This is an optimization exercise on Yosys and OpenROAD, whose aim is a short achievable clock period and few clock cycles per item, not a production implementation.
Function was checked by simulation only, so behaviour that the tests miss may differ from the original.
No activity file was given, so power comes from the tool's default toggle rates.

==> design.v <==
`timescale 1ns/1ps
`default_nettype none
module apex_core (
    input  wire        clk,
    input  wire        rst,           
    output wire [31:0] imem_addr,     
    input  wire [63:0] imem_rdata,    
    output wire        dmem_re,       
    output wire        dmem_we,       
    output wire [31:0] dmem_addr,     
    output wire [31:0] dmem_wdata,
    input  wire [31:0] dmem_rdata,    
    output wire        halted
);
    localparam [31:0] CODE_BASE = 32'd4000;
    localparam S_VAL = 0, S_XM = 1, S_X = 2, S_Y = 3, S_M0 = 4, S_MR = 5,
               S_W2 = 6, S_W1 = 7, S_WA = 8, S_WB = 9;
    reg  [31:0] pc;
    reg         d_st, d_ld, d_mv, d_add, d_sub, d_and, d_or, d_xor, d_mul;
    reg         d_bz, d_bnz, d_jmp, d_halt;
    reg  [4:0]  d_rd;
    reg  [31:0] d_imm, d_pc, d_pc4;
    reg         d_pred;                 
    reg  [31:0] d_v1, d_v2;
    reg  [9:0]  d_s1, d_s2;
    reg         x_wen;                  
    reg  [4:0]  x_rd;
    reg         x_mv, x_add, x_sub, x_and, x_or, x_xor, x_ld, x_mul;
    reg  [31:0] x_a, x_b;
    reg         x_re, x_we;
    reg  [31:0] x_addr, x_wdata;
    reg         y_wen;
    reg  [4:0]  y_rd;
    reg  [31:0] y_res;
    reg         m1_v, m2_v, m3_v;
    reg  [4:0]  m1_rd, m2_rd, m3_rd;
    reg  [31:0] m1r0, m1r1, m1r2, m1r3, m1r4, m1r5, m1r6;
    reg  [31:0] m2r0, m2r1;
    reg  [31:0] mul_res;
    reg  [31:0] wa_res, wb_res;             
    reg         z;
    reg         halted_r;
    reg         rst_q;
    reg  [31:0] rf [0:31];
    assign halted     = halted_r;
    assign imem_addr  = pc;
    assign dmem_re    = x_re;
    assign dmem_we    = x_we;
    assign dmem_addr  = x_addr;
    assign dmem_wdata = x_wdata;
    genvar gi;
    wire [31:0] sum, diff;
    apex_add32 u_sum  (.a(x_a), .b(x_b),  .ci(1'b0), .s(sum));
    apex_add32 u_diff (.a(x_a), .b(~x_b), .ci(1'b1), .s(diff));
    wire        z_add, z_sub;
    apex_zfast u_zf (.a(x_a), .b(x_b), .z_add(z_add), .z_sub(z_sub));
    wire z_mul;
    apex_mulzero u_mz (.a(x_a), .b(x_b), .z(z_mul));
    wire [31:0] x_res = ({32{x_add}} & sum)  | ({32{x_sub}} & diff) |
                        ({32{x_and}} & (x_a & x_b)) |
                        ({32{x_or}}  & (x_a | x_b)) |
                        ({32{x_xor}} & (x_a ^ x_b)) |
                        ({32{x_mv}}  & x_a) |
                        ({32{x_ld}}  & dmem_rdata);
    wire [223:0] l4;
    wire [63:0]  l8;
    apex_mul_a u_ma (.a(x_a), .b(x_b), .rows(l4));
    apex_mul_b u_mb (.r0(m1r0), .r1(m1r1), .r2(m1r2), .r3(m1r3), .r4(m1r4), .r5(m1r5),
                     .r6(m1r6), .s(l8[31:0]), .c(l8[63:32]));
    wire [31:0] product;
    apex_add32 u_prod (.a(m2r0), .b(m2r1), .ci(1'b0), .s(product));
    wire d_alu  = d_add | d_sub | d_and | d_or | d_xor;
    wire d_use1 = d_st | d_alu | d_mul;           
    wire d_use2 = d_alu | d_mul;                  
    wire d_wen  = d_ld | d_mv | d_alu;            
    wire d_wany = d_wen | d_mul;
    wire d_agu  = d_st | d_ld | d_jmp;
    wire d_ab2  = d_st;                           
    wire [31:0] early1 = ({32{d_s1[S_VAL]}} & d_v1) | ({32{d_s1[S_XM]}} & x_a) |
                         ({32{d_s1[S_Y]}}   & y_res) | ({32{d_s1[S_MR]}} & mul_res) |
                         ({32{d_s1[S_WA]}}  & wa_res) | ({32{d_s1[S_WB]}} & wb_res);
    wire [31:0] early2 = ({32{d_s2[S_VAL]}} & d_v2) | ({32{d_s2[S_XM]}} & x_a) |
                         ({32{d_s2[S_Y]}}   & y_res) | ({32{d_s2[S_MR]}} & mul_res) |
                         ({32{d_s2[S_WA]}}  & wa_res) | ({32{d_s2[S_WB]}} & wb_res);
    wire [31:0] op1 = d_s1[S_X] ? x_res : d_s1[S_M0] ? product : early1;
    wire [31:0] op2 = d_s2[S_X] ? x_res : d_s2[S_M0] ? product : early2;
    wire e1 = d_s1[S_VAL] | d_s1[S_XM] | d_s1[S_Y] | d_s1[S_MR] |
              d_s1[S_WA] | d_s1[S_WB];
    wire e2 = d_s2[S_VAL] | d_s2[S_XM] | d_s2[S_Y] | d_s2[S_MR] |
              d_s2[S_WA] | d_s2[S_WB];
    wire a1 = e1 | d_s1[S_X] | d_s1[S_M0];
    wire a2 = e2 | d_s2[S_X] | d_s2[S_M0];
    wire [31:0] base = d_ab2 ? early2 : early1;
    wire        base_ok = d_ab2 ? e2 : e1;
    wire [31:0] agu;
    apex_add32 u_agu (.a(base), .b(d_imm), .ci(1'b0), .s(agu));
    wire d_go = ~(d_use1 & ~a1) & ~(d_use2 & ~a2) & ~(d_agu & ~base_ok);
    wire z_now = (x_add | x_sub) ? (x_add ? z_add : z_sub) :
                 x_mul ? z_mul : z;
    wire br_taken = (d_bz & z_now) | (d_bnz & ~z_now);
    wire br_late  = br_taken & ~d_pred;               
    wire br_undo  = (d_bz | d_bnz) & ~br_taken & d_pred;    
    wire taken    = d_jmp | br_late | br_undo;        
    wire [31:0] br_target = d_pc + d_imm;
    wire kill_x  = d_go & d_wany & (d_rd == x_rd);
    wire kill_m1 = d_go & d_wany & (d_rd == m1_rd);
    wire kill_m2 = d_go & d_wany & (d_rd == m2_rd);
    wire [3:0] f_op  = imem_rdata[63:60];
    wire [4:0] f_rs1 = imem_rdata[54:50];
    wire [4:0] f_rs2 = imem_rdata[49:45];
    wire       f_ok  = ~taken & ~d_halt & ~halted_r;
    wire       f_short = (imem_rdata[31:7] == 25'd0) | (imem_rdata[31:7] == {25{1'b1}});
    wire       f_pred  = f_short & ((f_op == 4'd9) | ((f_op == 4'd10) & imem_rdata[31]));
    wire [31:0] f_target;
    apex_ftarget u_ftgt (.pc(pc), .imm(imem_rdata[31:0]), .target(f_target));
    wire [31:0] pc4 = pc + 32'd4;
    wire [31:0] pc_redir = d_jmp ? agu : br_late ? br_target : br_undo ? d_pc4 : pc4;
    wire [1023:0] rf_q;
    generate
        for (gi = 0; gi < 32; gi = gi + 1) begin : g_rfq
            assign rf_q[32*gi +: 32] = rf[gi];
        end
    endgenerate
    wire [31:0] rf1, rf2;
    apex_rfread u_rd1 (.q(rf_q), .a(f_rs1), .d(rf1));
    apex_rfread u_rd2 (.q(rf_q), .a(f_rs2), .d(rf2));
    wire [31:0] rv1 = rf1 & {32{~rst_q}};
    wire [31:0] rv2 = rf2 & {32{~rst_q}};
    function [9:0] fstate;
        input [4:0] rs;
        begin
            fstate = 10'd0;
            if (d_wany & (d_rd == rs)) begin
                if (d_mul)      fstate[S_W2] = 1'b1;
                else if (d_mv)  fstate[S_XM] = 1'b1;
                else            fstate[S_X]  = 1'b1;
            end else if (x_wen & (x_rd == rs))
                fstate[S_Y] = 1'b1;
            else if (x_mul & (x_rd == rs))
                fstate[S_W1] = 1'b1;
            else if (y_wen & (y_rd == rs))
                fstate[S_WA] = 1'b1;
            else if (m1_v & (m1_rd == rs))
                fstate[S_M0] = 1'b1;
            else if (m2_v & (m2_rd == rs))
                fstate[S_MR] = 1'b1;
            else if (m3_v & (m3_rd == rs))
                fstate[S_WB] = 1'b1;
            else
                fstate[S_VAL] = 1'b1;
        end
    endfunction
    wire [9:0] f_s1 = fstate(f_rs1);
    wire [9:0] f_s2 = fstate(f_rs2);
    function [9:0] hstate;
        input [9:0] s;
        input       avail;
        begin
            hstate = 10'd0;
            if (avail)          hstate[S_VAL] = 1'b1;
            else if (s[S_W2])   hstate[S_W1]  = 1'b1;
            else                hstate[S_M0]  = 1'b1;
        end
    endfunction
    integer i;
    always @(posedge clk) begin
        if (rst) begin
            pc       <= CODE_BASE;
            d_st <= 1'b0; d_ld <= 1'b0; d_mv <= 1'b0; d_add <= 1'b0;
            d_sub <= 1'b0; d_and <= 1'b0; d_or <= 1'b0; d_xor <= 1'b0;
            d_mul <= 1'b0; d_bz <= 1'b0; d_bnz <= 1'b0; d_jmp <= 1'b0;
            d_halt <= 1'b0;
            x_wen <= 1'b0; x_mv <= 1'b0; x_add <= 1'b0; x_sub <= 1'b0;
            x_and <= 1'b0; x_or <= 1'b0; x_xor <= 1'b0; x_ld <= 1'b0;
            x_mul <= 1'b0; x_re <= 1'b0; x_we <= 1'b0;
            y_wen <= 1'b0;
            m1_v <= 1'b0; m2_v <= 1'b0; m3_v <= 1'b0;
            z        <= 1'b0;
            halted_r <= 1'b0;
        end else begin
            m3_v    <= m2_v & ~kill_m2;
            m2_v  <= m1_v & ~kill_m1;
            y_wen <= x_wen;
            m1_v  <= x_mul & ~kill_x;
            if (x_add | x_sub | x_mul)
                z <= z_now;
            x_wen  <= d_go & d_wen;
            x_mv   <= d_go & d_mv;
            x_add  <= d_go & d_add;
            x_sub  <= d_go & d_sub;
            x_and  <= d_go & d_and;
            x_or   <= d_go & d_or;
            x_xor  <= d_go & d_xor;
            x_ld   <= d_go & d_ld;
            x_mul  <= d_go & d_mul;
            x_re   <= d_go & d_ld;
            x_we   <= d_go & d_st;
            if (d_go) begin
                if (d_halt)
                    halted_r <= 1'b1;
                d_st   <= f_ok & (f_op == 4'd0);
                d_ld   <= f_ok & (f_op == 4'd1);
                d_mv   <= f_ok & (f_op == 4'd2);
                d_add  <= f_ok & (f_op == 4'd3);
                d_sub  <= f_ok & (f_op == 4'd4);
                d_and  <= f_ok & (f_op == 4'd5);
                d_or   <= f_ok & (f_op == 4'd6);
                d_xor  <= f_ok & (f_op == 4'd7);
                d_mul  <= f_ok & (f_op == 4'd8);
                d_bz   <= f_ok & (f_op == 4'd9);
                d_bnz  <= f_ok & (f_op == 4'd10);
                d_jmp  <= f_ok & (f_op == 4'd11);
                d_halt <= f_ok & (f_op == 4'd12);
                pc     <= (f_pred & ~taken) ? f_target : pc_redir;
            end
        end
    end
    always @(posedge clk) begin
        rst_q <= rst;
        if (rst_q) begin
            for (i = 0; i < 32; i = i + 1)
                rf[i] <= 32'd0;
        end else begin
            if (m3_v)
                rf[m3_rd] <= mul_res;
            if (y_wen)
                rf[y_rd] <= y_res;
        end
    end
    always @(posedge clk) begin
        m3_rd   <= m2_rd;
        mul_res <= product;
        wa_res  <= y_res;
        wb_res  <= mul_res;
        m2_rd   <= m1_rd;
        m2r0    <= l8[31:0];
        m2r1    <= l8[63:32];
        y_rd    <= x_rd;
        y_res   <= x_res;
        m1_rd   <= x_rd;
        m1r0 <= l4[31:0]; m1r1 <= l4[63:32]; m1r2 <= l4[95:64]; m1r3 <= l4[127:96];
        m1r4 <= l4[159:128]; m1r5 <= l4[191:160]; m1r6 <= l4[223:192];
        x_rd    <= d_rd;
        x_a     <= d_mv ? d_imm : op1;
        x_b     <= op2;
        x_addr  <= agu;
        x_wdata <= op1;
        if (d_go) begin
            d_rd   <= imem_rdata[59:55];
            d_imm  <= imem_rdata[31:0];
            d_pc   <= pc;
            d_pc4  <= pc4;
            d_pred <= f_pred;
            d_v1   <= rv1;
            d_v2   <= rv2;
            d_s1   <= f_s1;
            d_s2   <= f_s2;
        end else begin
            if (a1) d_v1 <= op1;
            if (a2) d_v2 <= op2;
            d_s1 <= hstate(d_s1, a1);
            d_s2 <= hstate(d_s2, a2);
        end
    end
endmodule
module apex_ftarget (
    input  wire [31:0] pc,
    input  wire [31:0] imm,
    output wire [31:0] target
);
    wire [7:0]  lo;
    wire        co;
    apex_addks #(.W(8)) u_lo (.a(pc[7:0]), .b(imm[7:0]), .s(lo), .co(co));
    wire [23:0] hi_p = pc[31:8] + 24'd1;
    wire [23:0] hi_m = pc[31:8] - 24'd1;
    wire        s_pc = imm[31] ~^ co;
    wire        s_p  = ~imm[31] & co;
    wire        s_m  = imm[31] & ~co;
    assign target = {({24{s_pc}} & pc[31:8]) | ({24{s_p}} & hi_p) | ({24{s_m}} & hi_m), lo};
endmodule
module apex_mul_a (
    input  wire [31:0]  a,
    input  wire [31:0]  b,
    output wire [223:0] rows
);
    genvar gi;
    wire [31:0] l0 [0:31];
    wire [31:0] l1 [0:21];
    wire [31:0] l2 [0:14];
    wire [31:0] l3 [0:9];
    wire [31:0] l4 [0:6];
    generate
        for (gi = 0; gi < 32; gi = gi + 1) begin : g_pp
            assign l0[gi] = b[gi] ? (a << gi) : 32'd0;
        end
        for (gi = 0; gi < 10; gi = gi + 1) begin : g_l1
            assign l1[2*gi]   = l0[3*gi] ^ l0[3*gi+1] ^ l0[3*gi+2];
            assign l1[2*gi+1] = {((l0[3*gi] & l0[3*gi+1]) | (l0[3*gi] & l0[3*gi+2]) |
                                  (l0[3*gi+1] & l0[3*gi+2])), 1'b0};
        end
        assign l1[20] = l0[30];
        assign l1[21] = l0[31];
        for (gi = 0; gi < 7; gi = gi + 1) begin : g_l2
            assign l2[2*gi]   = l1[3*gi] ^ l1[3*gi+1] ^ l1[3*gi+2];
            assign l2[2*gi+1] = {((l1[3*gi] & l1[3*gi+1]) | (l1[3*gi] & l1[3*gi+2]) |
                                  (l1[3*gi+1] & l1[3*gi+2])), 1'b0};
        end
        assign l2[14] = l1[21];
        for (gi = 0; gi < 5; gi = gi + 1) begin : g_l3
            assign l3[2*gi]   = l2[3*gi] ^ l2[3*gi+1] ^ l2[3*gi+2];
            assign l3[2*gi+1] = {((l2[3*gi] & l2[3*gi+1]) | (l2[3*gi] & l2[3*gi+2]) |
                                  (l2[3*gi+1] & l2[3*gi+2])), 1'b0};
        end
        for (gi = 0; gi < 3; gi = gi + 1) begin : g_l4
            assign l4[2*gi]   = l3[3*gi] ^ l3[3*gi+1] ^ l3[3*gi+2];
            assign l4[2*gi+1] = {((l3[3*gi] & l3[3*gi+1]) | (l3[3*gi] & l3[3*gi+2]) |
                                  (l3[3*gi+1] & l3[3*gi+2])), 1'b0};
        end
        assign l4[6] = l3[9];
    endgenerate
    assign rows = {l4[6], l4[5], l4[4], l4[3], l4[2], l4[1], l4[0]};
endmodule
module apex_mul_b (
    input  wire [31:0] r0, r1, r2, r3, r4, r5, r6,
    output wire [31:0] s,
    output wire [31:0] c
);
    wire [31:0] l5 [0:4];
    wire [31:0] l6 [0:3];
    wire [31:0] l7 [0:2];
    wire [31:0] l8 [0:1];
    assign l5[0] = r0 ^ r1 ^ r2;
    assign l5[1] = {((r0 & r1) | (r0 & r2) | (r1 & r2)), 1'b0};
    assign l5[2] = r3 ^ r4 ^ r5;
    assign l5[3] = {((r3 & r4) | (r3 & r5) | (r4 & r5)), 1'b0};
    assign l5[4] = r6;
    assign l6[0] = l5[0] ^ l5[1] ^ l5[2];
    assign l6[1] = {((l5[0] & l5[1]) | (l5[0] & l5[2]) | (l5[1] & l5[2])), 1'b0};
    assign l6[2] = l5[3];
    assign l6[3] = l5[4];
    assign l7[0] = l6[0] ^ l6[1] ^ l6[2];
    assign l7[1] = {((l6[0] & l6[1]) | (l6[0] & l6[2]) | (l6[1] & l6[2])), 1'b0};
    assign l7[2] = l6[3];
    assign l8[0] = l7[0] ^ l7[1] ^ l7[2];
    assign l8[1] = {((l7[0] & l7[1]) | (l7[0] & l7[2]) | (l7[1] & l7[2])), 1'b0};
    assign s = l8[0];
    assign c = l8[1];
endmodule
module apex_mulzero (
    input  wire [31:0] a,
    input  wire [31:0] b,
    output wire        z
);
    genvar gi;
    wire [32:0] tza, tzb;      
    assign tza[0] = 1'b1;
    assign tzb[0] = 1'b1;
    generate
        for (gi = 1; gi <= 32; gi = gi + 1) begin : g_tz
            assign tza[gi] = tza[gi-1] & ~a[gi-1];
            assign tzb[gi] = tzb[gi-1] & ~b[gi-1];
        end
    endgenerate
    wire [32:0] tzab;
    generate
        for (gi = 0; gi <= 32; gi = gi + 1) begin : g_tzab
            assign tzab[gi] = tza[gi] & tzb[32-gi];
        end
    endgenerate
    assign z = |tzab;
endmodule
module apex_zfast (
    input  wire [31:0] a,
    input  wire [31:0] b,
    output wire        z_add,
    output wire        z_sub
);
    assign z_add = &(~(a ^ b ^ {a[30:0] | b[30:0], 1'b0}));
    assign z_sub = (a == b);
endmodule
module apex_rfread (
    input  wire [1023:0] q,
    input  wire [4:0]    a,
    output wire [31:0]   d
);
    assign d = q[32*a +: 32];
endmodule
module apex_addks #(parameter W = 12) (
    input  wire [W-1:0] a,
    input  wire [W-1:0] b,
    output wire [W-1:0] s,
    output wire         co
);
    localparam L = (W > 16) ? 5 : (W > 8) ? 4 : (W > 4) ? 3 : (W > 2) ? 2 : 1;
    wire [W-1:0] p0 = a ^ b;
    wire [W*(L+1)-1:0] G, P;
    assign G[W-1:0] = a & b;
    assign P[W-1:0] = p0;
    genvar l, k;
    generate
        for (l = 0; l < L; l = l + 1) begin : g_lvl
            for (k = 0; k < W; k = k + 1) begin : g_bit
                if (k >= (1 << l)) begin : g_op
                    assign G[W*(l+1)+k] = G[W*l+k] | (P[W*l+k] & G[W*l+k-(1<<l)]);
                    assign P[W*(l+1)+k] = P[W*l+k] & P[W*l+k-(1<<l)];
                end else begin : g_pass
                    assign G[W*(l+1)+k] = G[W*l+k];
                    assign P[W*(l+1)+k] = P[W*l+k];
                end
            end
        end
    endgenerate
    assign s  = p0 ^ {G[W*L+W-2:W*L], 1'b0};
    assign co = G[W*L+W-1];
endmodule
module apex_add32 (
    input  wire [31:0] a,
    input  wire [31:0] b,
    input  wire        ci,
    output wire [31:0] s
);
    wire [31:0] p0 = a ^ b;
    wire [191:0] G, P;
    assign G[31:0] = (a & b) | {31'd0, p0[0] & ci};
    assign P[31:0] = p0;
    genvar l, k;
    generate
        for (l = 0; l < 5; l = l + 1) begin : g_lvl
            for (k = 0; k < 32; k = k + 1) begin : g_bit
                if (k >= (1 << l)) begin : g_op
                    assign G[32*(l+1)+k] = G[32*l+k] | (P[32*l+k] & G[32*l+k-(1<<l)]);
                    assign P[32*(l+1)+k] = P[32*l+k] & P[32*l+k-(1<<l)];
                end else begin : g_pass
                    assign G[32*(l+1)+k] = G[32*l+k];
                    assign P[32*(l+1)+k] = P[32*l+k];
                end
            end
        end
    endgenerate
    assign s = p0 ^ {G[32*5+30:32*5], ci};
endmodule
`default_nettype wire
==> flow/run.sh <==
#!/bin/bash
set -euo pipefail
bash standard.sh SETUP_SLACK_MARGIN=7 MATCH_CELL_FOOTPRINT=0 finish > flow_standard.log 2>&1
==> standard.sh <==
#!/bin/bash
# synth_recipe.tcl (not shown) runs the flow's synth.tcl, then flattens the netlist and writes it again
# the make line also repeats each setting of config.mk as NAME=value (left out here)
make -C /OpenROAD-flow-scripts/flow DESIGN_CONFIG=/design/flow/config.mk WORK_HOME=/design/flow/orfs CLKGATE_MAP_FILE= SYNTH_SCRIPT=/design/flow/synth_recipe.tcl "${@:-finish}"
==> config.mk <==
export PLATFORM = sky130hd
export DESIGN_NAME = apex_core
export DESIGN_NICKNAME = apex_core
export VERILOG_FILES = /design/flow/design.v
export SDC_FILE = /design/flow/constraint.sdc
export NUM_CORES = 4
export LEC_CHECK = 0
export ABC_AREA = 0
export CAP_MARGIN = 20
export CORE_MARGIN = 2
export CORE_UTILIZATION = 40
export PLACE_DENSITY = 0.6
export SLEW_MARGIN = 20
export SYNTH_HIERARCHICAL = 1
==> constraint.sdc <==
create_clock -name core_clock -period 10.0 [get_ports {clk}]
set_input_delay 2.0000 -clock core_clock [delete_from_list [all_inputs] [get_ports {clk}]]
set_output_delay 2.0000 -clock core_clock [all_outputs]
set_load 0.01 [all_outputs]
==> run_results.csv, run 1 <==
group,metric,value,unit
outcome,status,"complete, but fails checks",
outcome,violatedChecks,"capacitance limit, slew limit",
routing,highest_layer,"met5",
critical_path,startpoint_type,"register",
floorplan,dieArea,297000,µm²
layout,largest_reg_flops,1024,
power,power_density,186,nW/µm²
sta,rsz0062_at_grt,"true",
sta,tns,0,ns
critical_path,worstPathCellList,"inv_1 -> ha_1 -> xnor2_1 -> nor4_1 -> nand4_1 -> nor3_4 -> nor2b_2 -> a211oi_4 -> buf_12 -> buf_12 -> mux2i_4 -> nor2_4 -> nor4_4 -> buf_4 -> buf_12 -> nor3_4 -> buf_4 -> a221oi_2",
global_routing,grtUsageTotal,32.3,%
synthesis,synthTopCellsByArea,"edfxtp_1 (30%), dfxtp_1 (11%), mux2i_1 (9.5%)",
synthesis,synth_cell_types,112,
routing,routedWlPerCell,32.8,µm
clock_tree,clockBufferDepth,4,
layout,top_register,"rf",
power,p_leak,0.0593,µW
clock_tree,cts-root-buf,"clkbuf_16",
critical_path,cpMostUsedCell,"buf_12",
placed_design,pre_cts_ws,3.26,ns
power,ir_drop,0.249,mV
critical_path,crit_type,"reg2reg",
synthesis,synth_edf_count,1188,
routing,drc,0,
clock_tree,cts_tree,"built",
routing,ant_nets,0,
clock_tree,worstSkewPairLatency,0.93,ns
routing,vias,99300,
synthesis,yosysTopAreaCell,"edfxtp_1",
synthesis,ys_seq_area_share,41.4,%
critical_path,path_max_fanout,10,
routing,first_pass_iters,7,
global_routing,grt_pass1_wl,702,mm
critical_path,cp_slowest_cell,"dfxtp_1",
placed_design,dpl_cell_area,122000,µm²
floorplan,core_area,291000,µm²
sta,slew_headroom,-13.6,%
placed_design,portBuffers,183,
placed_design,dpl.cell_count,14300,
clock_tree,htreeDepth,4,
sta,fmax,233,MHz
sta,clock-skew-final,0.101,ns
critical_path,end_kind,"register",
synthesis,netlist_area,117000,µm²
min_path,hold_path.class,"reg2reg",
synthesis,synth_seq_cells,1832,
synthesis,async_flop_share,0,%
critical_path,cp.required,10.82,ns
sta,hold_violations,0,
critical_path,critPathBufInv,6,
global_routing,grt_pass1_vias,96700,
floorplan,num_rows,198,
floorplan,chipWidth,545,µm
global_routing,grt-ovfl-total,0,
synthesis,synth.avg_cell_area,10.7,µm²
clock_tree,cts.sinks,1832,
layout,fillCellCount,25300,
layout,final_common_cell,"edfxtp_1",
clock_tree,cts_buffers,209,
critical_path,cp_top_family,"simple AND/OR/NAND/NOR gates",
routing,drt-total-wl,509,mm
sta,timing.final.ws_setup,5.70,ns
sta,tightest_slew,1.69,ns
layout,multi_input_area,67300,µm²
layout,instances_no_fill,15500,
layout,layout-drive-gt1-share,23.9,%
layout,areaGrowthSynthToFinish,25.0,%
placed_design,place_congestion,0.941,
critical_path,cpPeakStageDelay,0.69,ns
synthesis,synthDominantCellAreaShare,30.4,%
routing,vias_per_cell,6.40,
layout,seq_area,49000,µm²
routing,met3_length,61.2,mm
routing,routed-wl-met2,222,mm
sta,setup_viol,0,
layout,layout.nets,12400,
layout,layout_common_cells,"edfxtp_1 (1188), a22o_1 (1151), mux2i_1 (1105)",
global_routing,grt_max_degree,86,
routing,drt_iter0_markers,12600,
flow_run,drv_cap,1,
synthesis,synth_flop_cell,"edfxtp_1",
synthesis,netlist_instances,11000,
clock_tree,cts.clk_slew.worst_paths,0.06,ns
synthesis,synth-warning-count,9,
routing,wl_met1,186,mm
global_routing,antenna_found_initial,22,
floorplan,ios,197,
floorplan,initial_utilization,40.2,%
layout,fin_area,147000,µm²
sta,post-route-min-period,4.30,ns
critical_path,cp_data_arrival_time,5.12,ns
sta,drv_slew,4,
placed_design,post-dp-hpwl,288,mm
floorplan,die_h,545,µm
sta,min_period_over_period,43.0,%
## cells in the mapped netlist, types with 11 or more instances
cell type     n
a211oi_1     48
buf_1        82
a22o_1     1152
nand2_1     863
a222oi_1     33
a211o_1      22
nor4_1       56
o21bai_1     36
a31oi_1     100
edfxtp_1   1188
o21ai_0     212
a21oi_1     365
buf_4       183
nor3_1      175
ha_1        301
dfxtp_1     644
nand3_1     351
buf_2       100
buf_6        34
nor2b_1      16
a221oi_1     12
xnor2_1     212
mux2_2       67
nand2b_1     55
nand4_1      67
o31ai_1      17
mux2i_1    1113
nor2_1      259
a22oi_1     458
and3_1       31
nand3b_1     41
o21ai_1      20
o22ai_1      18
fa_1        522
o21a_1       11
clkbuf_1    743
a21o_1       43
inv_1       696
or3_1        35
o211ai_1     28
xor2_1      133
and2_1      236
## worst paths after layout
| kind | startpoint | end | slack, ns | cells after the start |
|---|---|---|---|---|
| min | x_rd[2]$_DFF_P_ | m1_rd[2]$_DFF_P_ | 0.42 | 0 |
| min reg2reg | x_rd[2]$_DFF_P_ | m1_rd[2]$_DFF_P_ | 0.42 | 0 |
| max | x_b[29]$_DFF_P_ | pc[11]$_SDFFE_PP1N_ | 5.70 | 18 |
| max reg2reg | x_b[29]$_DFF_P_ | pc[11]$_SDFFE_PP1N_ | 5.70 | 18 |
## power by group
| part | switching [µW] | internal, µW | total (µW) |
|---|---|---|---|
| sequential | 520 | 8850 | 9370 |
| clock | 3350 | 4500 | 7860 |
| combinational | 6520 | 3520 | 10000 |
## logic make-up after synthesis
family,synth area share [%]
adders and majority gates,12.1
AOI/OAI and AO/OA,17.5
other,0.0128
muxes,10.2
xor gates and xnor gates,2.62
and+or+nand+nor,9.37
DFF,41.4
buffers and inverters,6.83
## per-layer routing
metal  track usage, %  vias up
li1                 -    40900
met1             40.1    49800
met2             49.3     6886
met3             9.07     1734
met4             21.2       14
met5                0        -
## what timing repair did
| action | CTS | global route |
|---|---|---|
| buffers inserted | 512 | 162 |
| pin swaps | 351 | 331 |
| setup endpoints to repair | 2605 | 965 |
| hold buffers | 0 | 0 |
| gates resized for setup | 2124 | 601 |
| endpoints found under the hold margin | 0 | 0 |
| cloned | 108 | 19 |
## modules after synthesis (local to each module, per instance), excerpt
module,times used,cells inside,flip-flops and latches,area (µm²)
apex_mul_a,1,1463,0,12900
apex_mul_b,1,351,0,3860
apex_rfread,2,1158,0,8890
apex_mulzero,1,63,0,388
apex_ftarget,1,205,0,1290
apex_add32,4,232,0,1640
apex_core,1,5475,1832,73100
## cell type report
class	instances	area share, %
clock buffers	272	3.97
well taps	3900	3.33
repair buffers	1271	10.8
diodes	13	0.0222
clock inverters	105	0.683
inverters	698	1.80
flip-flops and latches	1832	33.4
multi-input cells	7438	45.9
## through the flow
step | total power [µW] | hold WS (ns) | util (%)
floorplan | 14100 | 0.329 | -
global placement | 17200 | 0.411 | 41.9
detailed placement | 17300 | 0.411 | 41.9
CTS | 26400 | 0.415 | 48.9
global route | 28100 | 0.431 | 50.3
finish | 27300 | 0.416 | 50.3
Testbench counts, summed over its fixed seeds: cycles 19,011, instrs 17,713.
==> run 2: changes to the inputs <==
--- a/design.v
+++ b/design.v
@@ -51,6 +51,6 @@
     genvar gi;
     wire [31:0] sum, diff;
-    apex_add32 u_sum  (.a(x_a), .b(x_b),  .ci(1'b0), .s(sum));
-    apex_add32 u_diff (.a(x_a), .b(~x_b), .ci(1'b1), .s(diff));
+    apex_add32 u_sum  (.a(x_a), .b(x_b), .s(sum));
+    apex_sub32 u_diff (.a(x_a), .b(x_b), .s(diff));
     wire        z_add, z_sub;
     apex_zfast u_zf (.a(x_a), .b(x_b), .z_add(z_add), .z_sub(z_sub));
@@ -69,5 +69,5 @@
                      .r6(m1r6), .s(l8[31:0]), .c(l8[63:32]));
     wire [31:0] product;
-    apex_add32 u_prod (.a(m2r0), .b(m2r1), .ci(1'b0), .s(product));
+    apex_add32 u_prod (.a(m2r0), .b(m2r1), .s(product));
     wire d_alu  = d_add | d_sub | d_and | d_or | d_xor;
     wire d_use1 = d_st | d_alu | d_mul;           
@@ -94,5 +94,5 @@
     wire        base_ok = d_ab2 ? e2 : e1;
     wire [31:0] agu;
-    apex_add32 u_agu (.a(base), .b(d_imm), .ci(1'b0), .s(agu));
+    apex_add32 u_agu (.a(base), .b(d_imm), .s(agu));
     wire d_go = ~(d_use1 & ~a1) & ~(d_use2 & ~a2) & ~(d_agu & ~base_ok);
     wire z_now = (x_add | x_sub) ? (x_add ? z_add : z_sub) :
@@ -115,5 +115,9 @@
     apex_ftarget u_ftgt (.pc(pc), .imm(imem_rdata[31:0]), .target(f_target));
     wire [31:0] pc4 = pc + 32'd4;
-    wire [31:0] pc_redir = d_jmp ? agu : br_late ? br_target : br_undo ? d_pc4 : pc4;
+    wire        d_br = d_bz | d_bnz;
+    wire [31:0] pc_cont = f_pred ? f_target : pc4;           
+    wire [31:0] pc_t    = d_pred ? pc_cont : br_target;      
+    wire [31:0] pc_n    = d_br ? (d_pred ? d_pc4 : pc_cont) :
+                          d_jmp ? agu : pc_cont;             
     wire [1023:0] rf_q;
     generate
@@ -212,5 +216,5 @@
                 d_jmp  <= f_ok & (f_op == 4'd11);
                 d_halt <= f_ok & (f_op == 4'd12);
-                pc     <= (f_pred & ~taken) ? f_target : pc_redir;
+                pc     <= br_taken ? pc_t : pc_n;
             end
         end
@@ -417,10 +421,9 @@
     input  wire [31:0] a,
     input  wire [31:0] b,
-    input  wire        ci,
     output wire [31:0] s
 );
     wire [31:0] p0 = a ^ b;
     wire [191:0] G, P;
-    assign G[31:0] = (a & b) | {31'd0, p0[0] & ci};
+    assign G[31:0] = a & b;
     assign P[31:0] = p0;
     genvar l, k;
@@ -438,5 +441,31 @@
         end
     endgenerate
-    assign s = p0 ^ {G[32*5+30:32*5], ci};
+    assign s = p0 ^ {G[32*5+30:32*5], 1'b0};
+endmodule
+module apex_sub32 (
+    input  wire [31:0] a,
+    input  wire [31:0] b,
+    output wire [31:0] s
+);
+    wire [31:0] nb = ~b;
+    wire [31:0] p0 = a ^ nb;
+    wire [191:0] G, P;
+    assign G[31:0] = {a[31:1] & nb[31:1], a[0] | nb[0]};
+    assign P[31:0] = p0;
+    genvar l, k;
+    generate
+        for (l = 0; l < 5; l = l + 1) begin : g_lvl
+            for (k = 0; k < 32; k = k + 1) begin : g_bit
+                if (k >= (1 << l)) begin : g_op
+                    assign G[32*(l+1)+k] = G[32*l+k] | (P[32*l+k] & G[32*l+k-(1<<l)]);
+                    assign P[32*(l+1)+k] = P[32*l+k] & P[32*l+k-(1<<l)];
+                end else begin : g_pass
+                    assign G[32*(l+1)+k] = G[32*l+k];
+                    assign P[32*(l+1)+k] = P[32*l+k];
+                end
+            end
+        end
+    endgenerate
+    assign s = p0 ^ {G[32*5+30:32*5], 1'b1};
 endmodule
 `default_nettype wire
==> flow/run.sh (replaced) <==
#!/bin/bash
set -euo pipefail
bash standard.sh SETUP_SLACK_MARGIN=6.5 finish > flow_standard.log 2>&1
==> run_results.csv, run 2 <==
group,metric,value,unit
outcome,status,"timing/DRC/antenna clean",
floorplan,die_h,549,µm
sta,setup_viol,0,
floorplan,core_area,296000,µm²
global_routing,grt_pass1_vias,97200,
sta,clock-skew-final,0.0745,ns
critical_path,worstPathCellList,"buf_6 -> buf_6 -> ha_4 -> buf_6 -> fa_2 -> a21oi_2 -> nand4b_1 -> a21oi_4 -> nor2_4 -> a21oi_4 -> a221oi_4 -> xnor2_2 -> a221oi_2 -> o211ai_1 -> nand2_1 -> o21ai_1 -> buf_4 -> mux2_4",
layout,final_common_cell,"edfxtp_1",
synthesis,async_flop_share,0,%
global_routing,grt-ovfl-total,0,
placed_design,dpl_cell_area,124000,µm²
layout,seq_area,48900,µm²
synthesis,synth_cell_types,128,
synthesis,netlist_area,119000,µm²
global_routing,grt_max_degree,124,
routing,drt-total-wl,514,mm
layout,layout.nets,12400,
layout,largest_reg_flops,1024,
clock_tree,cts.sinks,1832,
global_routing,grtUsageTotal,32.3,%
clock_tree,worstSkewPairLatency,0.91,ns
layout,layout_common_cells,"edfxtp_1 (1188), a22o_1 (1183), mux2i_1 (1095)",
clock_tree,htreeDepth,4,
routing,vias,99900,
flow_run,drv_cap,0,
layout,top_register,"rf",
clock_tree,clockBufferDepth,4,
synthesis,yosysTopAreaCell,"edfxtp_1",
layout,multi_input_area,67100,µm²
synthesis,synthTopCellsByCount,"edfxtp_1 (1188), a22o_1 (1183), mux2i_1 (1097)",
routing,routedWlPerCell,32.9,µm
sta,post-route-min-period,4.19,ns
power,ir_drop,0.261,mV
floorplan,initial_utilization,40.1,%
routing,first_pass_iters,8,
synthesis,synth_seq_cells,1832,
floorplan,ios,197,
synthesis,synth.avg_cell_area,10.6,µm²
critical_path,startpoint_type,"register",
sta,rsz0062_at_grt,"true",
synthesis,netlist_instances,11200,
routing,drc,0,
floorplan,num_rows,200,
critical_path,critPathBufInv,4,
global_routing,antenna_found_initial,33,
sta,min_period_over_period,41.9,%
critical_path,cp_data_arrival_time,4.96,ns
critical_path,cp.required,10.78,ns
sta,fmax,239,MHz
critical_path,cp_slowest_cell,"dfxtp_4",
placed_design,post-dp-hpwl,303,mm
critical_path,end_kind,"register",
floorplan,chipWidth,549,µm
sta,tns,0,ns
placed_design,portBuffers,183,
routing,vias_per_cell,6.41,
layout,layout-drive-gt1-share,20.3,%
clock_tree,cts_buffers,210,
critical_path,path_max_fanout,6,
synthesis,yosysMostFrequentCell,"edfxtp_1",
critical_path,crit_type,"reg2reg",
floorplan,dieArea,301000,µm²
synthesis,synth_flop_cell,"edfxtp_1",
layout,fillCellCount,25800,
critical_path,cpPeakStageDelay,0.46,ns
sta,drv_slew,0,
layout,areaGrowthSynthToFinish,21.6,%
power,power_density,192,nW/µm²
synthesis,synthTopCellsByArea,"edfxtp_1 (30%), dfxtp_1 (11%), mux2i_1 (9.2%)",
critical_path,cp_top_family,"compound AO/OA/AOI/OAI gates",
routing,ant_nets,0,
synthesis,synth-warning-count,9,
sta,tightest_slew,1.16,ns
routing,drt_iter0_markers,13200,
critical_path,cpMostUsedCell,"buf_6",
placed_design,place_congestion,0.969,
clock_tree,cts-root-buf,"clkbuf_16",
power,p_leak,0.0581,µW
synthesis,synthDominantCellAreaShare,30.0,%
clock_tree,cts.clk_slew.worst_paths,0.06,ns
clock_tree,cts_tree,"built",
global_routing,grt_pass1_wl,708,mm
min_path,hold_path.class,"reg2reg",
synthesis,ys_seq_area_share,40.9,%
synthesis,synth_edf_count,1188,
sta,slew_headroom,22.5,%
layout,fin_area,144000,µm²
sta,hold_violations,0,
run 2: cell count changes in the layout (fill, tap and decap cells not counted), moves of 44 or more:
| cell | before | now |
|---|---|---|
| fa_2 | 101 | 22 |
| inv_1 | 630 | 696 |
| fa_1 | 421 | 496 |
| dfxtp_1 | 490 | 545 |
| clkbuf_16 | 306 | 236 |
| inv_2 | 65 | 18 |
| buf_6 | 366 | 224 |
| nand3_1 | 278 | 322 |
run 2: layer usage:
metal / vias up / global-route usage [%] / share of wire, %
li1: 41300 / - / -
met1: 50000 / 40.5 / 37
met2: 6906 / 49.4 / 44
met3: 1665 / 8.58 / 12
met4: 26 / 20.0 / 7.6
met5: - / 0.127 / 0.039
run 2: through the flow:
| stage | setup slack, ns | hold slack [ns] | std cells | util (%) | total power [µW] |
|---|---|---|---|---|---|
| after detailed placement | 3.59 | 0.398 | 14600 | 41.7 | 17800 |
| after global routing | 5.72 | 0.416 | 15600 | 48.8 | 28500 |
| after CTS | 5.89 | 0.408 | 15400 | 47.4 | 26900 |
| after global placement | 3.59 | 0.386 | 14600 | 41.7 | 17600 |
| after floorplan | 5.38 | 0.329 | 11300 | - | 14300 |
| final | 5.81 | 0.409 | 15600 | 48.8 | 27800 |
run 2: worst paths after layout:
check | start | endpoint | slack, ns | depth (start not counted)
hold / removal | mul_res[24]$_DFF_P_ | wb_res[24]$_DFF_P_ | 0.41 | 0
setup / recovery | x_b[0]$_DFF_P_ | x_a[28]$_DFF_P_ | 5.81 | 18
setup reg to reg | x_b[0]$_DFF_P_ | x_a[28]$_DFF_P_ | 5.81 | 18
hold reg to reg | mul_res[24]$_DFF_P_ | wb_res[24]$_DFF_P_ | 0.41 | 0
run 2: what timing repair did:
| action | in CTS | in global routing |
|---|---|---|
| hold buffers | 0 | 0 |
| gates resized for setup | 1541 | 582 |
| buffers inserted | 357 | 178 |
| cloned | 65 | 19 |
| pin swaps | 257 | 303 |
| endpoints found under the setup margin | 613 | 405 |
run 2: cells by family (layout without fill, tap and decap cells):
kind of cell	count (synthesis)	after routing	share of synthesized area (%)
mux	1167	1169	9.92
buf+inv	1909	2251	7.02
compound gates	2807	2807	18.1
fa+ha+maj	823	823	11.9
simple gates	2295	2303	9.51
other cells	2	125	0.00632
xor+xnor	343	343	2.56
flops	1832	1832	40.9
run 2: report_power, final:
part,internal [µW],leakage (µW),switching (µW)
registers,8850,0.0178,529
clock network,4760,0.00351,3360
logic,3550,0.0368,6740
total,17200,0.0581,10600
run 2: Yosys stat by module, one instance, submodules excluded, a selection:
module | flip-flops and latches | cells inside
apex_mulzero | 0 | 63
apex_add32 | 0 | 244
apex_mul_b | 0 | 351
apex_zfast | 0 | 148
apex_core | 1832 | 5529
apex_mul_a | 0 | 1463
run 2: cell type report:
class / instances / share of cell area (%)
Clock inverter: 111 / 0.898
Sequential cell: 1832 / 33.8
Timing Repair Buffer: 1145 / 9.47
Multi-Input combinational cell: 7553 / 46.4
Antenna cell: 17 / 0.0295
Inverter: 720 / 1.90
Tap cell: 3939 / 3.41
Timing Repair inverter: 1 / 0.00520
Clock buffer: 274 / 4.02
Testbench counts of run 2, summed over its fixed seeds: cycles 19,011, instrs 17,713.
==> run 3: changes to the inputs <==
--- a/config.mk
+++ b/config.mk
@@ -9,6 +9,6 @@
 export CAP_MARGIN = 20
 export CORE_MARGIN = 2
-export CORE_UTILIZATION = 40
-export PLACE_DENSITY = 0.6
+export CORE_UTILIZATION = 50
+export PLACE_DENSITY = 0.72
 export SLEW_MARGIN = 20
 export SYNTH_HIERARCHICAL = 1
==> run_results.csv, run 3 <==
group,metric,value,unit
global_routing,grt_pass1_vias,99800,
clock_tree,htreeDepth,4,
sta,post-route-min-period,4.29,ns
outcome,violatedChecks,"capacitance limit, slew limit",
critical_path,cp_data_arrival_time,5.10,ns
layout,fillCellCount,18200,
layout,layout-drive-gt1-share,20.7,%
power,seqPwrFrac,34.4,%
sta,drv_slew,8,
clock_tree,worstSkewPairLatency,0.91,ns
sta,slew_headroom,-12.9,%
floorplan,ios,197,
min_path,hold-path-endpoint,"m1_rd[2]$_DFF_P_",
global_routing,grt_pass1_wl,701,mm
placed_design,dpl_cell_area,122000,µm²
floorplan,num_rows,178,
floorplan,initial_utilization,50.4,%
routing,drc,0,
power,internal_power,16600,µW
outcome,status,"complete, but fails checks",
critical_path,r2r_cells,18,
clock_tree,cts.clk_slew.worst_paths,0.07,ns
layout,top_register,"rf",
synthesis,synth_flop_cell,"edfxtp_1",
sta,rsz0062_at_grt,"true",
clock_tree,cts-root-buf,"clkbuf_16",
global_routing,grt-ovfl-total,0,
min_path,min_path_cells,0,
placed_design,place_congestion,0.969,
critical_path,startpoint_type,"register",
global_routing,grt_max_degree,85,
synthesis,synthTopCellsByCount,"edfxtp_1 (1188), a22o_1 (1183), mux2i_1 (1097)",
global_routing,antenna_found_initial,60,
floorplan,chipWidth,491,µm
sta,setup_viol,0,
power,switching_share,38.8,%
sta,fmax,233,MHz
floorplan,die_h,491,µm
synthesis,netlist_instances,11200,
min_path,hold_path.class,"reg2reg",
critical_path,path_max_fanout,35,
layout,fin_area,143000,µm²
power,p_clk_share,27.9,%
routing,first_pass_iters,9,
layout,layout.nets,12400,
power,power_density,189,nW/µm²
critical_path,timing.rr.end,"pc[25]$_SDFFE_PP0N_",
synthesis,synthTopCellsByArea,"edfxtp_1 (30%), dfxtp_1 (11%), mux2i_1 (9.2%)",
floorplan,core_area,236000,µm²
synthesis,synthDominantCellAreaShare,30.0,%
clock_tree,clockBufferDepth,3,
critical_path,end_kind,"register",
min_path,hold_start,"x_rd[2]$_DFF_P_",
critical_path,cp.required,10.81,ns
clock_tree,cts.sinks,1832,
placed_design,portBuffers,183,
synthesis,async_flop_share,0,%
clock_tree,cts_tree,"built",
power,power.switching,10500,µW
placed_design,post-dp-hpwl,277,mm
synthesis,netlist_area,119000,µm²
synthesis,yosysTopAreaCell,"edfxtp_1",
layout,largest_reg_flops,1024,
clock_tree,cts_buffers,197,
layout,layout_common_cells,"edfxtp_1 (1188), a22o_1 (1183), mux2i_1 (1095)",
sta,hold_violations,0,
power,combPwrFrac,37.7,%
routing,vias,103000,
synthesis,synth_cell_types,128,
sta,tightest_slew,1.69,ns
sta,clock-skew-final,0.0973,ns
sta,tns,0,ns
routing,vias_per_cell,6.98,
flow_run,drv_cap,2,
critical_path,crit_type,"reg2reg",
routing,drt_iter0_markers,16200,
power,ir_drop,0.254,mV
synthesis,synth_seq_cells,1832,
routing,ant_nets,0,
synthesis,synth-warning-count,9,
layout,final_common_cell,"edfxtp_1",
synthesis,synth_edf_count,1188,
floorplan,dieArea,241000,µm²
global_routing,grtUsageTotal,39.7,%
synthesis,synth.avg_cell_area,10.6,µm²
critical_path,rrSetupSlack,5.71,ns
synthesis,yosysMostFrequentCell,"edfxtp_1",
sta,min_period_over_period,42.9,%
synthesis,ys_seq_area_share,40.9,%
power,p_leak,0.0580,µW
routing,routedWlPerCell,34.3,µm
critical_path,r2r_start,"mul_res[7]$_DFF_P_",
layout,areaGrowthSynthToFinish,20.6,%
routing,drt-total-wl,509,mm
run 3: final cells by class:
class	instances	area, µm²	share of cell area, %
diodes	23	57.6	0.0402
multi-input cells	7548	67200	46.9
inverters	720	2750	1.92
well taps	3150	3940	2.75
repair buffers	1181	13700	9.60
clock buffers	255	5470	3.82
flip-flops and latches	1832	48900	34.1
clock inverters	103	1150	0.800
run 3: stage by stage:
stage	instances	hold slack [ns]	util [%]	total power, µW	worst slack (ns)
after floorplan	11300	0.329	-	14300	5.38
after global placement	13800	0.407	52.0	17200	3.84
after detailed placement	13800	0.406	52.0	17400	3.75
after CTS	14600	0.411	59.2	25900	5.94
after global routing	14800	0.428	60.8	27800	5.54
final	14800	0.426	60.8	27100	5.71
run 3: worst max-delay path by stage:
stage / start / end / slack [ns]
2_1_floorplan: imem_rdata[0] / pc[28]$_SDFFE_PP0N_ / 5.38
3_3_place_gp: imem_rdata[45] / d_v2[25]$_DFFE_PP_ / 3.84
3_5_place_dp: imem_rdata[45] / d_v2[14]$_DFFE_PP_ / 3.75
4_1_cts: d_s1[5]$_SDFF_PP0_ / pc[30]$_SDFFE_PP0N_ / 5.94
5_1_grt: mul_res[7]$_DFF_P_ / pc[25]$_SDFFE_PP0N_ / 5.54
6_report: mul_res[7]$_DFF_P_ / pc[25]$_SDFFE_PP0N_ / 5.71
run 3: logic make-up (layout without fill, tap and decap cells):
| family | Yosys count | in the layout | synth area share (%) |
|---|---|---|---|
| mux | 1167 | 1169 | 9.92 |
| flops | 1832 | 1832 | 40.9 |
| other cells | 2 | 131 | 0.00632 |
| fa+ha+maj | 823 | 823 | 11.9 |
| xor+xnor | 343 | 343 | 2.56 |
| simple gates | 2295 | 2298 | 9.51 |
| compound gates | 2807 | 2807 | 18.1 |
| buf+inv | 1909 | 2259 | 7.02 |
run 3: power groups by stage:
stage | Sequential [µW] | Clock, µW | Combinational (µW)
after floorplan | 9340 | 0 | 4930
after global placement | 9410 | 0 | 7830
after detailed placement | 9440 | 0 | 8010
after CTS | 9290 | 7520 | 9130
after global routing | 9380 | 7840 | 10600
final | 9330 | 7570 | 10200
run 3: critical path: stages (launching register included):
cell and delay [ns]:
dfxtp_1 0.30, buf_4 0.26, a22oi_1 0.40, nand3_1 0.17
mux2_2 0.34, ha_1 0.42, nand2_1 0.18, o21ai_2 0.11
a21oi_2 0.18, nand4_4 0.20, a221oi_4 0.31, buf_4 0.16
xnor2_1 0.10, buf_4 0.18, nand2b_1 0.11, a21oi_1 0.09
nor4_2 0.31, a2111oi_2 0.08, a311oi_1 0.28
run 3: metal layers:
layer  part of all wire, %  track usage [%]  up-vias
li1                      -                -    41300
met1                    34             48.1    50600
met2                    42             58.3     8896
met3                    15             14.6     2468
met4                   9.2             28.7       40
met5                 0.049                0        -
run 3: modules after synthesis, one instance, submodules excluded, excerpt:
module | flops+latches | cells | times used | area, µm²
apex_zfast | 0 | 148 | 1 | 1040
apex_add32 | 0 | 244 | 3 | 1810
apex_mul_b | 0 | 351 | 1 | 3860
apex_core | 1832 | 5529 | 1 | 73300
apex_mulzero | 0 | 63 | 1 | 388
apex_rfread | 0 | 1158 | 2 | 8890
apex_sub32 | 0 | 319 | 1 | 2210
apex_mul_a | 0 | 1463 | 1 | 12900
apex_ftarget | 0 | 216 | 1 | 1490
run 3: what timing repair did:
action / 4_1_cts / 5_1_grt
buffers inserted: 423 / 158
hold buffers: 0 / 0
gates resized for setup: 1480 / 523
gates cloned: 73 / 14
endpoints found under the setup margin: 1611 / 586
pin swaps: 257 / 274
hold endpoints to repair: 0 / 0
==> run 4: changes to the inputs <==
--- a/design.v
+++ b/design.v
@@ -116,8 +116,16 @@
     wire [31:0] pc4 = pc + 32'd4;
     wire        d_br = d_bz | d_bnz;
-    wire [31:0] pc_cont = f_pred ? f_target : pc4;           
-    wire [31:0] pc_t    = d_pred ? pc_cont : br_target;      
-    wire [31:0] pc_n    = d_br ? (d_pred ? d_pc4 : pc_cont) :
-                          d_jmp ? agu : pc_cont;             
+    wire        sel_f = ~rst & d_go & f_pred & ~taken;
+    wire        sel_j = ~rst & d_go & d_jmp;
+    wire        sel_r = ~sel_f & ~sel_j;
+    wire        sel_bt = d_go & br_late;
+    wire        sel_bu = d_go & br_undo;
+    wire        sel_4  = d_go & ~taken;
+    wire        sel_h  = ~d_go;
+    wire [31:0] pc_rest = rst ? CODE_BASE :
+                          ({32{sel_bt}} & br_target) | ({32{sel_bu}} & d_pc4) |
+                          ({32{sel_4}}  & pc4)       | ({32{sel_h}}  & pc);
+    wire [31:0] pc_d  = ({32{sel_f}} & f_target) | ({32{sel_j}} & agu) |
+                        ({32{sel_r}} & pc_rest);
     wire [1023:0] rf_q;
     generate
@@ -170,5 +178,4 @@
     always @(posedge clk) begin
         if (rst) begin
-            pc       <= CODE_BASE;
             d_st <= 1'b0; d_ld <= 1'b0; d_mv <= 1'b0; d_add <= 1'b0;
             d_sub <= 1'b0; d_and <= 1'b0; d_or <= 1'b0; d_xor <= 1'b0;
@@ -216,5 +223,4 @@
                 d_jmp  <= f_ok & (f_op == 4'd11);
                 d_halt <= f_ok & (f_op == 4'd12);
-                pc     <= br_taken ? pc_t : pc_n;
             end
         end
@@ -233,4 +239,5 @@
     end
     always @(posedge clk) begin
+        pc      <= pc_d;
         m3_rd   <= m2_rd;
         mul_res <= product;
--- a/config.mk
+++ b/config.mk
@@ -9,6 +9,5 @@
 export CAP_MARGIN = 20
 export CORE_MARGIN = 2
-export CORE_UTILIZATION = 50
-export PLACE_DENSITY = 0.72
+export CORE_UTILIZATION = 40
+export PLACE_DENSITY = 0.6
 export SLEW_MARGIN = 20
-export SYNTH_HIERARCHICAL = 1
==> run_results.csv, run 4 <==
group,metric,value,unit
outcome,status,"timing/DRC/antenna clean",
placed_design,place_congestion,0.995,
layout,fillCellCount,22700,
synthesis,ys_seq_area_share,43.3,%
critical_path,cp_slowest_cell,"dfxtp_4",
clock_tree,clockBufferDepth,3,
routing,routedWlPerCell,36.6,µm
power,p_leak,0.0501,µW
floorplan,ios,197,
min_path,hold_path.class,"reg2reg",
critical_path,cpMostUsedCell,"buf_6",
layout,areaGrowthSynthToFinish,23.4,%
global_routing,antenna_found_initial,20,
critical_path,path_max_fanout,10,
synthesis,synth_seq_cells,1716,
synthesis,synth_cell_types,92,
synthesis,synth_mux_area_share,15.3,%
synthesis,netlist_instances,8748,
clock_tree,cts_hold_buf,0,
floorplan,core_area,265000,µm²
synthesis,synth-simple-area-share,6.42,%
critical_path,timing.rr.end,"d_v1[2]$_DFFE_PP_",
clock_tree,htreeDepth,4,
placed_design,portBuffers,183,
synthesis,async_flop_share,0,%
sta,drv_slew,0,
sta,hold_violations,0,
synthesis,synthTopCellsByArea,"edfxtp_1 (33%), mux4_2 (13%), dfxtp_1 (9.9%)",
layout,largest_reg_flops,1024,
synthesis,synth-warning-count,3,
critical_path,cp-startpoint,"d_s1[8]$_SDFF_PP0_",
critical_path,cp_data_arrival_time,4.85,ns
floorplan,num_rows,189,
layout,layout-drive-gt1-share,30.3,%
global_routing,grtUsageTotal,33.5,%
routing,first_pass_iters,8,
placed_design,post-dp-hpwl,273,mm
synthesis,synth_edf_count,1188,
routing,drc,0,
routing,vias_per_cell,6.82,
min_path,hold-path-endpoint,"m2r0[2]$_DFF_P_",
critical_path,r2r_cells,30,
sta,fmax,234,MHz
critical_path,cpPeakStageDelay,0.35,ns
routing,ant_nets,0,
clock_tree,cts-root-buf,"clkbuf_16",
clock_tree,cts_buffers,192,
sta,slew_headroom,25.1,%
critical_path,crit_type,"reg2reg",
critical_path,critPathBufInv,24,
global_routing,grt_max_degree,89,
critical_path,startpoint_type,"register",
clock_tree,cts.sinks,1716,
critical_path,end_kind,"register",
synthesis,synth_top_family_by_area,"compound AO/OA/AOI/OAI gates",
power,power_density,171,nW/µm²
flow_run,drv_cap,0,
global_routing,grt_pass1_vias,85800,
floorplan,chipWidth,521,µm
synthesis,netlist_area,107000,µm²
critical_path,cp_top_family,"buffers and inverters",
routing,drt-total-wl,470,mm
clock_tree,cts_tree,"built",
layout,seq_area,46600,µm²
sta,tightest_slew,1.12,ns
sta,post-route-min-period,4.27,ns
synthesis,synthXorXnorAreaFrac,2.66,%
routing,vias,87500,
layout,layout.nets,9923,
synthesis,synth_compound_area_share,15.7,%
sta,rsz0062_at_grt,"true",
sta,setup_viol,0,
sta,clock-skew-final,0.0663,ns
power,ir_drop,0.189,mV
min_path,min_path_cells,0,
floorplan,initial_utilization,40.3,%
sta,tns,0,ns
routing,drt_iter0_markers,13600,
synthesis,yosysMostFrequentCell,"edfxtp_1",
global_routing,grt_pass1_wl,646,mm
layout,top_register,"rf",
clock_tree,worstSkewPairLatency,0.88,ns
synthesis,synthDominantCellAreaShare,33.4,%
synthesis,yosysTopAreaCell,"edfxtp_1",
critical_path,r2r_start,"d_s1[8]$_SDFF_PP0_",
critical_path,cp.required,10.58,ns
sta,hold_slack,0.333,ns
global_routing,grt-ovfl-total,0,
min_path,hold_start,"m1r0[2]$_DFF_P_",
floorplan,dieArea,271000,µm²
layout,final_common_cell,"edfxtp_1",
critical_path,rrSetupSlack,5.73,ns
synthesis,synthTopCellsByCount,"edfxtp_1 (1188), a22o_1 (1035), clkbuf_1 (763)",
layout,multi_input_area,59600,µm²
synthesis,synth.avg_cell_area,12.2,µm²
synthesis,synth_flop_cell,"edfxtp_1",
layout,layout_common_cells,"edfxtp_1 (1188), a22o_1 (1035), mux4_2 (640)",
synthesis,yosys.area_share.adder,11.2,%
sta,min_period_over_period,42.7,%
clock_tree,cts.clk_slew.worst_paths,0.06,ns
floorplan,die_h,521,µm
[run 4: cell types whose count changed in the layout (fill, tap and decap cells not counted), sizes merged, moves of 214 or more]
cell / previous run / this run
mux2i: 1098 / 106
nor2: 271 / 625
nand2: 846 / 374
and2: 241 / 13
nand3: 351 / 124
a21oi: 418 / 204
mux4: 0 / 640
[run 4: cell families (layout without fill, tap and decap cells)]
kind of cell / count (synthesis) / in the layout
other: 0 / 8
adders and majority gates: 706 / 706
AOI/OAI and AO/OA: 2145 / 2147
muxes: 825 / 825
buffers and inverters: 1512 / 2045
and+or+nand+nor: 1520 / 1520
xor gates and xnor gates: 324 / 324
DFF: 1716 / 1716
[run 4: layer usage]
metal  share of wire, %  up-vias  GRT usage [%]
met5              0.044        -              0
met4                7.8       16           21.4
met3                 14     1862           11.3
met2                 43     7496           50.1
met1                 34    44200           41.4
li1                   -    33900              -
[run 4: cell type report]
cell class	instances	area share [%]
multi-input cells	5522	45.2
well taps	3533	3.35
repair inverters	2	0.0152
inverters	584	1.94
clock buffers	269	4.12
diodes	8	0.0152
flip-flops and latches	1716	35.4
repair buffers	1101	9.31
clock inverters	89	0.690
[run 4: what timing repair did]
item,in CTS,in global routing
endpoints found under the setup margin,1231,639
pin swaps,223,176
gates cloned,57,8
gates resized for setup,1289,358
buffers inserted,438,148
[run 4: report_power, final]
part,total (µW),internal (µW),switching (µW)
Sequential,8690,8190,499
Combinational,6480,2420,4060
Clock,7320,4110,3210
[run 4: per-stage QoR]
stage          setup slack [ns]  utilization [%]  instances  power, µW  instance area [µm²]
6_report                   5.73             49.7      12800      22500               132000
3_3_place_gp               4.04             42.5      11800      13800               113000
5_1_grt                    5.70             49.7      12800      23100               132000
3_5_place_dp               3.97             42.5      11800      13900               113000
2_1_floorplan              5.37                -       8748      11800               109000
4_1_cts                    5.76             48.5      12700      22000               129000
[run 4: worst max path at each step]
stage	endpoint	slack, ns	cells past startpoint
2_1_floorplan	pc[16]$_DFF_P_	5.37	19
3_3_place_gp	pc[26]$_DFF_P_	4.04	18
3_5_place_dp	d_v1[25]$_DFFE_PP_	3.97	13
4_1_cts	pc[28]$_DFF_P_	5.76	18
5_1_grt	d_v1[2]$_DFFE_PP_	5.70	30
6_report	d_v1[2]$_DFFE_PP_	5.73	30
Testbench counts of run 4, summed over its fixed seeds: cycles 19,011, instrs 17,713.
==> run 5: changes to the inputs <==
--- a/design.v
+++ b/design.v
@@ -28,5 +28,7 @@
     reg         x_mv, x_add, x_sub, x_and, x_or, x_xor, x_ld, x_mul;
     reg  [31:0] x_a, x_b;
+    reg  [31:0] xm_a, xm_b;                 
     reg         x_re, x_we;
+    reg         x_jmp;                  
     reg  [31:0] x_addr, x_wdata;
     reg         y_wen;
@@ -56,5 +58,5 @@
     apex_zfast u_zf (.a(x_a), .b(x_b), .z_add(z_add), .z_sub(z_sub));
     wire z_mul;
-    apex_mulzero u_mz (.a(x_a), .b(x_b), .z(z_mul));
+    apex_mulzero u_mz (.a(xm_a), .b(xm_b), .z(z_mul));
     wire [31:0] x_res = ({32{x_add}} & sum)  | ({32{x_sub}} & diff) |
                         ({32{x_and}} & (x_a & x_b)) |
@@ -65,5 +67,5 @@
     wire [223:0] l4;
     wire [63:0]  l8;
-    apex_mul_a u_ma (.a(x_a), .b(x_b), .rows(l4));
+    apex_mul_a u_ma (.a(xm_a), .b(xm_b), .rows(l4));
     apex_mul_b u_mb (.r0(m1r0), .r1(m1r1), .r2(m1r2), .r3(m1r3), .r4(m1r4), .r5(m1r5),
                      .r6(m1r6), .s(l8[31:0]), .c(l8[63:32]));
@@ -85,4 +87,7 @@
     wire [31:0] op1 = d_s1[S_X] ? x_res : d_s1[S_M0] ? product : early1;
     wire [31:0] op2 = d_s2[S_X] ? x_res : d_s2[S_M0] ? product : early2;
+    wire [31:0] pre1 = d_mv ? d_imm : early1;
+    wire [31:0] xa_d = (d_s1[S_X] & ~d_mv) ? x_res :
+                       (d_s1[S_M0] & ~d_mv) ? product : pre1;
     wire e1 = d_s1[S_VAL] | d_s1[S_XM] | d_s1[S_Y] | d_s1[S_MR] |
               d_s1[S_WA] | d_s1[S_WB];
@@ -101,5 +106,5 @@
     wire br_late  = br_taken & ~d_pred;               
     wire br_undo  = (d_bz | d_bnz) & ~br_taken & d_pred;    
-    wire taken    = d_jmp | br_late | br_undo;        
+    wire taken    = br_late | br_undo;                
     wire [31:0] br_target = d_pc + d_imm;
     wire kill_x  = d_go & d_wany & (d_rd == x_rd);
@@ -109,5 +114,5 @@
     wire [4:0] f_rs1 = imem_rdata[54:50];
     wire [4:0] f_rs2 = imem_rdata[49:45];
-    wire       f_ok  = ~taken & ~d_halt & ~halted_r;
+    wire       f_ok  = ~taken & ~d_jmp & ~x_jmp & ~d_halt & ~halted_r;
     wire       f_short = (imem_rdata[31:7] == 25'd0) | (imem_rdata[31:7] == {25{1'b1}});
     wire       f_pred  = f_short & ((f_op == 4'd9) | ((f_op == 4'd10) & imem_rdata[31]));
@@ -116,8 +121,8 @@
     wire [31:0] pc4 = pc + 32'd4;
     wire        d_br = d_bz | d_bnz;
-    wire        sel_f = ~rst & d_go & f_pred & ~taken;
-    wire        sel_j = ~rst & d_go & d_jmp;
+    wire        sel_j = ~rst & x_jmp;
+    wire        sel_f = ~rst & ~x_jmp & d_go & f_pred & ~taken;
     wire        sel_r = ~sel_f & ~sel_j;
-    wire        sel_bt = d_go & br_late;
+    wire        sel_bt = d_go & br_late;    
     wire        sel_bu = d_go & br_undo;
     wire        sel_4  = d_go & ~taken;
@@ -126,5 +131,5 @@
                           ({32{sel_bt}} & br_target) | ({32{sel_bu}} & d_pc4) |
                           ({32{sel_4}}  & pc4)       | ({32{sel_h}}  & pc);
-    wire [31:0] pc_d  = ({32{sel_f}} & f_target) | ({32{sel_j}} & agu) |
+    wire [31:0] pc_d  = ({32{sel_f}} & f_target) | ({32{sel_j}} & x_addr) |
                         ({32{sel_r}} & pc_rest);
     wire [1023:0] rf_q;
@@ -184,5 +189,5 @@
             x_wen <= 1'b0; x_mv <= 1'b0; x_add <= 1'b0; x_sub <= 1'b0;
             x_and <= 1'b0; x_or <= 1'b0; x_xor <= 1'b0; x_ld <= 1'b0;
-            x_mul <= 1'b0; x_re <= 1'b0; x_we <= 1'b0;
+            x_mul <= 1'b0; x_re <= 1'b0; x_we <= 1'b0; x_jmp <= 1'b0;
             y_wen <= 1'b0;
             m1_v <= 1'b0; m2_v <= 1'b0; m3_v <= 1'b0;
@@ -207,4 +212,5 @@
             x_re   <= d_go & d_ld;
             x_we   <= d_go & d_st;
+            x_jmp  <= d_go & d_jmp;
             if (d_go) begin
                 if (d_halt)
@@ -253,6 +259,10 @@
         m1r4 <= l4[159:128]; m1r5 <= l4[191:160]; m1r6 <= l4[223:192];
         x_rd    <= d_rd;
-        x_a     <= d_mv ? d_imm : op1;
+        x_a     <= xa_d;
         x_b     <= op2;
+        if (d_go & d_mul) begin
+            xm_a <= op1;
+            xm_b <= op2;
+        end
         x_addr  <= agu;
         x_wdata <= op1;
==> run_results.csv, run 5 <==
group,metric,value,unit
power,p_leak,0.0513,µW
sta,drv_slew,0,
global_routing,grt-ovfl-total,0,
critical_path,cp.required,10.66,ns
floorplan,ios,197,
synthesis,yosysMostFrequentCell,"edfxtp_1",
global_routing,grtUsageTotal,31.6,%
synthesis,synth_seq_cells,1781,
power,total_power,22700,µW
sta,clock-skew-final,0.0860,ns
placed_design,portBuffers,183,
clock_tree,cts_tree,"built",
synthesis,synth_edf_count,1252,
layout,fin_area,134000,µm²
placed_design,post-dp-hpwl,265,mm
clock_tree,cts.clk_slew.worst_paths,0.06,ns
synthesis,synth_compound_area_share,15.3,%
layout,top_register,"rf",
critical_path,cp_data_arrival_time,4.66,ns
critical_path,r2r_start,"x_a[0]$_DFF_P_",
outcome,status,"timing/DRC/antenna clean",
layout,final_common_cell,"edfxtp_1",
critical_path,rrSetupSlack,5.99,ns
routing,vias_per_cell,6.75,
critical_path,timing.rr.end,"d_v1[26]$_DFFE_PP_",
routing,ant_nets,0,
sta,fmax,250,MHz
sta,rsz0062_at_grt,"true",
synthesis,synth_mux_area_share,14.8,%
min_path,hold-path-endpoint,"m2r0[1]$_DFF_P_",
synthesis,synthTopCellsByArea,"edfxtp_1 (34%), mux4_2 (13%), dfxtp_1 (9.7%)",
clock_tree,htreeDepth,4,
global_routing,grt_pass1_wl,630,mm
floorplan,core_area,273000,µm²
routing,drt_iter0_markers,13500,
layout,layout.nets,9935,
critical_path,worstPathCellList,"inv_4 -> ha_4 -> fa_2 -> o21bai_4 -> nand2_2 -> a311o_1 -> and2_4 -> o311ai_4 -> buf_6 -> a21oi_4 -> buf_6 -> buf_6 -> buf_6 -> xor2_1 -> a221o_2 -> a21o_4 -> o21a_1",
floorplan,chipWidth,528,µm
synthesis,synth_top_family_by_area,"compound AO/OA/AOI/OAI gates",
global_routing,antenna_found_initial,28,
sta,setup_viol,0,
sta,tns,0,ns
clock_tree,cts_hold_buf,0,
clock_tree,cts-root-buf,"clkbuf_16",
min_path,hold_start,"m1r0[1]$_DFF_P_",
floorplan,num_rows,192,
critical_path,cpMostUsedCell,"buf_6",
synthesis,synth.avg_cell_area,12.4,µm²
power,seqPwrFrac,39.5,%
## run 5: cell types whose count changed in the layout (fill, tap and decap cells not counted), moves of 22 or more
cell / before / now
buf_4: 549 / 470
buf_2: 17 / 61
dlygate4sd2_1: 68 / 27
clkinvlp_4: 41 / 9
edfxtp_1: 1188 / 1252
and2_1: 10 / 396
a21oi_1: 140 / 162
inv_1: 513 / 558
nor2_1: 558 / 233
## run 5: repair_timing
| item | 4_1_cts | 5_1_grt |
|---|---|---|
| gates resized for setup | 1153 | 461 |
| cloned | 64 | 23 |
| pin swaps | 141 | 186 |
| endpoints found under the setup margin | 1055 | 437 |
| buffers inserted | 315 | 189 |
## run 5: worst max path at each step
stage                   startpoint                  to  slack (ns)  cells after the start
CTS                  imem_rdata[2]      pc[18]$_DFF_P_        5.89                     16
floorplan            imem_rdata[0]      pc[12]$_DFF_P_        5.46                     17
global route        pc[10]$_DFF_P_      pc[27]$_DFF_P_        5.79                     12
finish              x_a[0]$_DFF_P_  d_v1[26]$_DFFE_PP_        5.99                     17
detailed placement   imem_rdata[0]      pc[18]$_DFF_P_        3.86                     17
global placement     imem_rdata[0]      pc[18]$_DFF_P_        3.81                     17
## run 5: worst max-delay path: cells and delay by family (launching register included)
kind                     cells  cell delay (ns)
buffers and inverters        5             0.54
AND/OR/NAND/NOR              2             0.27
XOR/XNOR                     1             0.13
AO/OA/AOI/OAI                7             1.77
adder cells (fa/ha/maj)      2             0.56
flip-flops                   1             0.43
## run 5: power by group through the flow
| stage | combinational [µW] | clock [µW] | sequential (µW) |
|---|---|---|---|
| after floorplan | 3130 | 0 | 8920 |
| after global placement | 4960 | 0 | 9080 |
| after detailed placement | 5010 | 0 | 9100 |
| after CTS | 5730 | 7500 | 8940 |
| after global routing | 6530 | 7780 | 8990 |
| final | 6240 | 7480 | 8950 |
## run 5: routing by layer
| layer | global-route usage (%) | wire length, µm | vias to the layer above |
|---|---|---|---|
| li1 | - | - | 34100 |
| met1 | 39.6 | 162000 | 44200 |
| met2 | 47.9 | 203000 | 7022 |
| met3 | 10.2 | 64300 | 1725 |
| met4 | 18.4 | 33300 | 20 |
| met5 | 0.121 | 183 | - |
## run 5: area by class of cell
cell class	count	area (µm²)
inverter	578	2230
clock inverter	102	1050
tap	3589	4490
clock buffer	268	5490
fill	23300	140000
antenna	9	22.5
timing repair inverter	1	7.51
sequential	1781	48600
multi-input combinational	5538	59600
timing repair buffer	1032	12100
## run 5: cells by family (layout without fill, tap and decap cells)
logic type,after synthesis,in the layout
flip-flops,1781,1781
adder cells (fa/ha/maj),706,706
XOR/XNOR,325,325
multiplexers,809,811
buffers and inverters,1513,1981
AO/OA/AOI/OAI,2142,2144
AND/OR/NAND/NOR,1551,1552
other,0,9
## run 5: metrics by stage
step | setup WS [ns] | utilization, % | instances
floorplan | 5.46 | - | 8827
global placement | 3.81 | 42.1 | 11900
detailed placement | 3.86 | 42.2 | 11900
CTS | 5.89 | 47.4 | 12700
global route | 5.79 | 48.9 | 12900
finish | 5.99 | 48.9 | 12900
Testbench counts of run 5, summed over its fixed seeds: cycles 19,238, instrs 17,713.

static timing again, ports no longer ideal:
Ports are ideal in the flow. The routed layouts listed here were re-timed in OpenROAD.
Step 1 assumes that a clkbuf_16 drives the clock port and a buf_2 every other input.
Step 2 also shifts input and output timing later by t, the mid clock arrival at the registers, as if the neighbouring blocks saw the same clock.
Three values: ideal ports, drivers, drivers and shift; two values: the first two.
run | t, ns | setup slack, ns
run 1 | 1.009 | 5.703 / 5.703 / 4.794
run 2 | 0.998 | 5.814 / 5.814 / 4.842
run 3 | 0.969 | 5.714 / 5.714 / 4.938
run 4 | 0.938 | 5.729 / 5.729 / 4.970
run 5 | 0.985 | 5.994 / 5.958 / 4.973
